From an optimization exercise on the open Yosys and OpenROAD flow, aimed at small area, a short achievable clock period and few clock cycles; shortcuts taken in it are not production practice. No activity file was given, so power comes from the tool's default toggle rates.

==> inputs of 10-26 <==
==> flow/design.v <==
module lz11_dec (
    input  wire        clk,
    input  wire        rst,         
    input  wire        start,       
    input  wire [23:0] ilen,        
    output wire        idle,
    output wire        done,        
    output wire [3:0]  err,         
    input  wire        in_valid,
    input  wire [7:0]  in_data,
    output wire        in_ready,
    output wire        out_valid,
    output wire [7:0]  out_data,
    input  wire        out_ready,
    output wire        hist_re,
    output wire [11:0] hist_raddr,
    input  wire [7:0]  hist_rdata,
    output wire        hist_we,
    output wire [11:0] hist_waddr,
    output wire [7:0]  hist_wdata
);
    reg s_idle;              
    reg s_h0;                
    reg s_h1, s_h2, s_h3;    
    reg s_x0, s_x1, s_x2, s_x3;    
    reg s_main;              
    reg s_b23;               
    reg s_b24;               
    reg s_b34;               
    reg s_last;              
    reg s_chk;               
    reg s_copy;              
    reg s_fin;               
    reg s_done;              
    reg [23:0] remain;       
    reg        rz;           
    reg        short;        
    reg [7:0]  ib;           
    reg        ibv;
    reg        irdy;         
    reg [31:0] left;         
    reg        l1, l2;       
    reg [11:0] wa;           
    reg        wrapped;      
    reg [7:0]  od, od2;      
    reg        ov;           
    reg        hwe;          
    reg [7:0]  flags;        
    reg        fle;          
    reg        fref;         
    reg [16:0] cnt;          
    reg [3:0]  dhi;          
    reg        f3, f4;       
    reg [11:0] rp;           
    reg        hre;          
    reg        rdv;          
    reg        d1, d2;       
    reg        lastc;        
    reg        bad_r;        
    reg [1:0]  ecode;        
    assign idle       = s_idle | s_done;
    assign done       = s_done;
    assign err        = {2'b00, ecode};
    assign in_ready   = irdy;
    assign out_valid  = ov;
    assign out_data   = od;
    assign hist_we    = hwe;
    assign hist_waddr = wa;
    assign hist_wdata = od;
    assign hist_re    = hre;
    assign hist_raddr = rp;
    wire xin  = in_valid & irdy;                   
    wire have = ibv | xin;                         
    wire [7:0] b = ibv ? ib : in_data;
    wire eos  = !ibv & rz;                         
    wire sp   = !ov | out_ready;                   
    wire lit   = !fle & !fref;
    wire tref  = !fle & fref;
    wire fetch = s_x0 | s_x1 | s_x2 | s_x3 | s_main | s_b23 | s_b24 | s_b34 | s_last;
    wire d12   = d1 | d2;
    wire magic = (b == 8'h11);
    wire sz0   = ({b, left[15:0]} == 24'd0);
    wire xz0   = ({b, left[23:0]} == 32'd0);
    wire lit_x = s_main & !eos & lit & have & sp;       
    wire ref_1 = s_main & !eos & tref & have;           
    wire flg_x = s_main & !eos & fle & have;            
    wire pre_x = (s_chk | s_copy) & fle & have;         
    wire cp_x  = s_copy & !bad_r & sp & (d12 | rdv);    
    wire fail  = s_copy & !d12 & rdv & !sp;             
    wire prod  = lit_x | cp_x;
    wire tok_x = (s_b23 | s_b24 | s_b34 | s_last) & !eos & have;
    wire hx_x  = (s_h1 | s_h2 | s_h3 | ((s_x0 | s_x1 | s_x2 | s_x3) & !eos)) & have;
    wire eat   = (s_h0 & !short & have) | hx_x | lit_x | ref_1 | flg_x | pre_x | tok_x;
    wire [11:0] field = {dhi, rp[7:0]};
    wire [12:0] diff  = {1'b0, wa} + {1'b1, ~field} + 13'd1;
    wire        bad   = !wrapped & (diff[12] | (diff[11:0] == 12'd0));
    wire to_short = (s_h0 & short) | (fetch & eos);
    wire to_inv   = (s_h0 & !short & have & !magic) | (s_copy & bad_r);
    wire n_fin    = (lit_x & l1) | (cp_x & lastc & l1) | (s_fin & ov & !out_ready);
    wire n_done   = to_short | to_inv | ((s_x3 & !eos & have) & xz0) |
                    (s_fin & !(ov & !out_ready));
    wire n_idle   = (s_idle & !start) | s_done;
    wire n_h0     = (s_idle & start) | (s_h0 & !short & !have);
    wire n_h1     = (s_h0 & !short & have & magic) | (s_h1 & !have);
    wire n_h2     = (s_h1 & have) | (s_h2 & !have);
    wire n_h3     = (s_h2 & have) | (s_h3 & !have);
    wire n_x0     = (s_h3 & have & sz0) | (s_x0 & !eos & !have);
    wire n_x1     = (s_x0 & !eos & have) | (s_x1 & !eos & !have);
    wire n_x2     = (s_x1 & !eos & have) | (s_x2 & !eos & !have);
    wire n_x3     = (s_x2 & !eos & have) | (s_x3 & !eos & !have);
    wire n_main   = (s_h3 & have & !sz0) | (s_x3 & !eos & have & !xz0) |
                    (s_main & !eos & !(lit_x & l1) & !ref_1) |
                    (cp_x & lastc & !l1);
    wire n_b23    = (ref_1 & (b[7:4] == 4'h0)) | (s_b23 & !eos & !have);
    wire n_b24    = (ref_1 & (b[7:4] == 4'h1)) | (s_b24 & !eos & !have);
    wire n_b34    = (s_b24 & !eos & have) | (s_b34 & !eos & !have);
    wire n_last   = (ref_1 & (b[7:5] != 3'd0)) | (s_b23 & !eos & have) |
                    (s_b34 & !eos & have) | (s_last & !eos & !have);
    wire n_chk    = s_last & !eos & have;
    wire n_copy   = s_chk | (s_copy & !bad_r & !(cp_x & lastc));
    wire fl_load  = flg_x | pre_x;
    wire fl_shift = lit_x | ref_1;
    wire n_fle    = fl_load ? 1'b0 : fl_shift ? (flags[6:0] == 7'd0) : fle;
    wire n_fref   = fl_load ? b[7] : fl_shift ? flags[7] : fref;
    wire n_short  = (s_idle & start) ? (ilen[23:2] == 22'd0) : short;
    wire n_rz     = (s_idle & start) ? (ilen == 24'd0) :
                    xin ? (remain == 24'd1) : rz;
    wire n_ibv    = ibv ? !eat : (xin & !eat);
    wire n_active = (n_h0 & !n_short) | n_h1 | n_h2 | n_h3 | n_x0 | n_x1 | n_x2 | n_x3 |
                    n_main | n_b23 | n_b24 | n_b34 | n_last | n_chk | n_copy;
    always @(posedge clk) begin
        s_idle <= n_idle | rst;
        s_h0   <= n_h0   & !rst;
        s_h1   <= n_h1   & !rst;
        s_h2   <= n_h2   & !rst;
        s_h3   <= n_h3   & !rst;
        s_x0   <= n_x0   & !rst;
        s_x1   <= n_x1   & !rst;
        s_x2   <= n_x2   & !rst;
        s_x3   <= n_x3   & !rst;
        s_main <= n_main & !rst;
        s_b23  <= n_b23  & !rst;
        s_b24  <= n_b24  & !rst;
        s_b34  <= n_b34  & !rst;
        s_last <= n_last & !rst;
        s_chk  <= n_chk  & !rst;
        s_copy <= n_copy & !rst;
        s_fin  <= n_fin  & !rst;
        s_done <= n_done & !rst;
        irdy  <= !rst & !n_ibv & !n_rz & n_active;
        ibv   <= !rst & !n_done & !n_idle & n_ibv;
        if (!ibv & xin & !eat)
            ib <= in_data;
        rz    <= n_rz;
        short <= n_short;
        if (s_idle & start)
            remain <= ilen;
        else if (xin)
            remain <= remain - 24'd1;
        if (!s_done & !s_fin)
            ecode <= {to_short | to_inv, to_short};
        if (prod) begin
            od  <= s_copy ? (d1 ? od : d2 ? od2 : hist_rdata) : b;
            od2 <= od;
        end
        ov  <= !rst & !n_done & (prod | (ov & !out_ready));
        hwe <= !rst & prod;
        fle  <= (s_idle & start) | n_fle;
        fref <= n_fref;
        if (fl_load)
            flags <= {b[6:0], 1'b1};
        else if (fl_shift)
            flags <= {flags[6:0], 1'b0};
        if (s_idle & start) begin
            left    <= 32'd0;
            wa      <= 12'd0;
            wrapped <= 1'b0;
        end else begin
            if (prod) begin
                left    <= left - 32'd1;
                l1      <= l2;
                l2      <= (left == 32'd3);
                wa      <= wa + 12'd1;
                wrapped <= wrapped | (wa == 12'hfff);
            end
            if (hx_x) begin
                if (s_h1 | s_x0) left[7:0]   <= b;
                if (s_h2 | s_x1) left[15:8]  <= b;
                if (s_h3 | s_x2) left[23:16] <= b;
                if (s_x3)        left[31:24] <= b;
                if (s_h3) begin
                    l1 <= ({b, left[15:0]} == 24'd1);
                    l2 <= ({b, left[15:0]} == 24'd2);
                end
                if (s_x3) begin
                    l1 <= ({b, left[23:0]} == 32'd1);
                    l2 <= ({b, left[23:0]} == 32'd2);
                end
            end
        end
        if (ref_1) begin
            f3 <= (b[7:4] == 4'h0);
            f4 <= (b[7:4] == 4'h1);
            if (b[7:5] == 3'd0)
                cnt <= {9'd0, b[3:0], 4'd0};
            else begin
                cnt <= {13'd0, b[7:4]};
                dhi <= b[3:0];
            end
        end
        if (s_b23 & tok_x) begin
            cnt[3:0] <= b[7:4];
            dhi      <= b[3:0];
        end
        if (s_b24 & tok_x)
            cnt[11:0] <= {cnt[7:4], b};
        if (s_b34 & tok_x) begin
            cnt[15:0] <= {cnt[11:0], b[7:4]};
            dhi       <= b[3:0];
        end
        if (s_last & tok_x) begin
            d1 <= ({dhi, b} == 12'd0);
            d2 <= ({dhi, b} == 12'd1);
        end
        if (cp_x) begin
            if (cnt == 17'd0) begin
                cnt <= {8'd0, f4, 8'h0f};
                f3  <= 1'b0;
                f4  <= 1'b0;
            end else
                cnt <= cnt - 17'd1;
        end
        if (s_last & tok_x)
            rp[7:0] <= b;
        else if (s_chk)
            rp <= diff[11:0];
        else if (fail)
            rp <= rp - 12'd1;
        else if (hre)
            rp <= rp + 12'd1;
        hre <= !rst & ((s_chk & !d12) | (s_copy & !d12 & n_copy));
        if (s_chk)
            bad_r <= bad;
        rdv <= hre & !fail & s_copy;
        if (s_chk)
            lastc <= ((cnt == 17'd0) & !f3 & !f4) | l1;
        else if (cp_x)
            lastc <= ((cnt == 17'd1) & !f3 & !f4) | l2;
    end
endmodule
==> flow/run.sh <==
#!/bin/bash
# synth_recipe.tcl (not shown) runs the flow's synth.tcl, then flattens the netlist and writes it again
# the make line also repeats each setting of config.mk as NAME=value (left out here)
make -C /OpenROAD-flow-scripts/flow DESIGN_CONFIG=/design/flow/config.mk WORK_HOME=/design/flow/orfs CLKGATE_MAP_FILE= SYNTH_SCRIPT=/design/flow/synth_recipe.tcl finish
==> flow/config.mk <==
export PLATFORM = sky130hd
export DESIGN_NAME = lz11_dec
export DESIGN_NICKNAME = lz11_dec
export VERILOG_FILES = /design/flow/design.v
export SDC_FILE = /design/flow/constraint.sdc
export NUM_CORES = 4
export LEC_CHECK = 0
export CAP_MARGIN = 20
export CORE_MARGIN = 2
export CORE_UTILIZATION = 50
export PLACE_DENSITY = 0.65
export SETUP_SLACK_MARGIN = 2.8
export SLEW_MARGIN = 20
==> flow/constraint.sdc <==
create_clock -name core_clock -period 5.0 [get_ports {clk}]
set_input_delay 1.0000 -clock core_clock [delete_from_list [all_inputs] [get_ports {clk}]]
set_output_delay 1.0000 -clock core_clock [all_outputs]
set_load 0.01 [all_outputs]
==> 12-09 (differences from 10-26) <==
--- a/flow/design.v
+++ b/flow/design.v
@@ -56,7 +56,6 @@
     reg        rdv;          
     reg        d1, d2;       
     reg        lastc;        
-    reg        bad_r;        
     reg [1:0]  ecode;        
     assign idle       = s_idle | s_done;
     assign done       = s_done;
@@ -85,7 +84,7 @@
     wire ref_1 = s_main & !eos & tref & have;           
     wire flg_x = s_main & !eos & fle & have;            
     wire pre_x = (s_chk | s_copy) & fle & have;         
-    wire cp_x  = s_copy & !bad_r & sp & (d12 | rdv);    
+    wire cp_x  = s_copy & sp & (d12 | rdv);             
     wire fail  = s_copy & !d12 & rdv & !sp;             
     wire prod  = lit_x | cp_x;
     wire tok_x = (s_b23 | s_b24 | s_b34 | s_last) & !eos & have;
@@ -95,7 +94,7 @@
     wire [12:0] diff  = {1'b0, wa} + {1'b1, ~field} + 13'd1;
     wire        bad   = !wrapped & (diff[12] | (diff[11:0] == 12'd0));
     wire to_short = (s_h0 & short) | (fetch & eos);
-    wire to_inv   = (s_h0 & !short & have & !magic) | (s_copy & bad_r);
+    wire to_inv   = (s_h0 & !short & have & !magic) | (s_chk & bad);
     wire n_fin    = (lit_x & l1) | (cp_x & lastc & l1) | (s_fin & ov & !out_ready);
     wire n_done   = to_short | to_inv | ((s_x3 & !eos & have) & xz0) |
                     (s_fin & !(ov & !out_ready));
@@ -117,7 +116,7 @@
     wire n_last   = (ref_1 & (b[7:5] != 3'd0)) | (s_b23 & !eos & have) |
                     (s_b34 & !eos & have) | (s_last & !eos & !have);
     wire n_chk    = s_last & !eos & have;
-    wire n_copy   = s_chk | (s_copy & !bad_r & !(cp_x & lastc));
+    wire n_copy   = (s_chk & !bad) | (s_copy & !(cp_x & lastc));
     wire fl_load  = flg_x | pre_x;
     wire fl_shift = lit_x | ref_1;
     wire n_fle    = fl_load ? 1'b0 : fl_shift ? (flags[6:0] == 7'd0) : fle;
@@ -219,17 +218,12 @@
             dhi       <= b[3:0];
         end
         if (s_last & tok_x) begin
+            cnt[16:4] <= cnt[16:4] + (f4 ? 13'h11 : f3 ? 13'h1 : 13'h0);
             d1 <= ({dhi, b} == 12'd0);
             d2 <= ({dhi, b} == 12'd1);
         end
-        if (cp_x) begin
-            if (cnt == 17'd0) begin
-                cnt <= {8'd0, f4, 8'h0f};
-                f3  <= 1'b0;
-                f4  <= 1'b0;
-            end else
-                cnt <= cnt - 17'd1;
-        end
+        if (cp_x)
+            cnt <= cnt - 17'd1;
         if (s_last & tok_x)
             rp[7:0] <= b;
         else if (s_chk)
@@ -238,13 +232,11 @@
             rp <= rp - 12'd1;
         else if (hre)
             rp <= rp + 12'd1;
-        hre <= !rst & ((s_chk & !d12) | (s_copy & !d12 & n_copy));
-        if (s_chk)
-            bad_r <= bad;
+        hre <= !rst & ((s_chk & !bad & !d12) | (s_copy & !d12 & n_copy));
         rdv <= hre & !fail & s_copy;
         if (s_chk)
-            lastc <= ((cnt == 17'd0) & !f3 & !f4) | l1;
+            lastc <= (cnt == 17'd0) | l1;
         else if (cp_x)
-            lastc <= ((cnt == 17'd1) & !f3 & !f4) | l2;
+            lastc <= (cnt == 17'd1) | l2;
     end
 endmodule
SETUP_SLACK_MARGIN = 3.0   (was 2.8)
==> summary.md <==
| Metric | Value |
|---|---|
| Outcome | `no timing/DRC/antenna violations` |
| Die H | `144 um` |
| Final WS setup | `approximately 2.5 ns` |
| DRT Wirelength | `a little under 30000 um` |
| Nets | `1316` |
| Hpwl dp | `18200 um` |
| Final Cell Area | `between 10000 and 15000 um^2` |
| Die width | `around 140 um` |
| Worst path max stage delay | `roughly 0.42 ns` |
| Synth top area cells | `edfxtp_1 (30%), dfxtp_1 (15%), xnor2_1 (5.6%)` |
| Vias per inst | `5.88` |
| Combinational power | `just over 300 uW` |
-- figures above: 10-26

==> summary.md <==
| Metric | Value |
|---|---|
| Nets | `1437` |
| Synth top area cells | `edfxtp_1 (29%), dfxtp_1 (15%), xnor2_1 (5.5%)` |
| Die H | `~150 um` |
| Die width | `146 um` |
| Worst path max stage delay | `0.56 ns` |
| Hpwl dp | `roughly 20000 um` |
| DRT Wirelength | `33500 um` |
| Outcome | `no timing/DRC/antenna violations` |
| Final WS setup | `between 1.5 and 2 ns` |
-- figures above: 12-09

No run of this note included a check of the RTL's function; only the layout flow was run.

[what the ideal ports hide]
How much do the figures lean on ideal ports? The routed layouts below were timed once more, with nothing changed but the port constraints. Step 1 sets driving cells, clkbuf_16 on the clock port and buf_2 on the other inputs (assumed; they add their load-dependent delay and slew). Step 2 adds t to the input delays and takes it off the output delays; t is the mean of the earliest and latest rising clock arrival at the registers after step 1. Input paths then give back, and output paths get back, about the clock's delay inside the block. a / b / c = ideal ports / drivers / drivers and shift; a / b = the first two.
run | shift t [ns] | setup slack, ns | worst register clock-pin slew, ns | pins driven straight from the clock port
10-26 | 0.471 | 2.483 / 2.483 / 2.096 | 0.07 / 0.07 | 1
12-09 | 0.481 | 1.969 / 1.969 / 1.969 | 0.07 / 0.07 | 1
After both steps every run listed still meets setup and hold. For 10-26, which loses most, drivers alone change the setup slack by 0.000 ns; drivers and shift together by -0.387 ns.
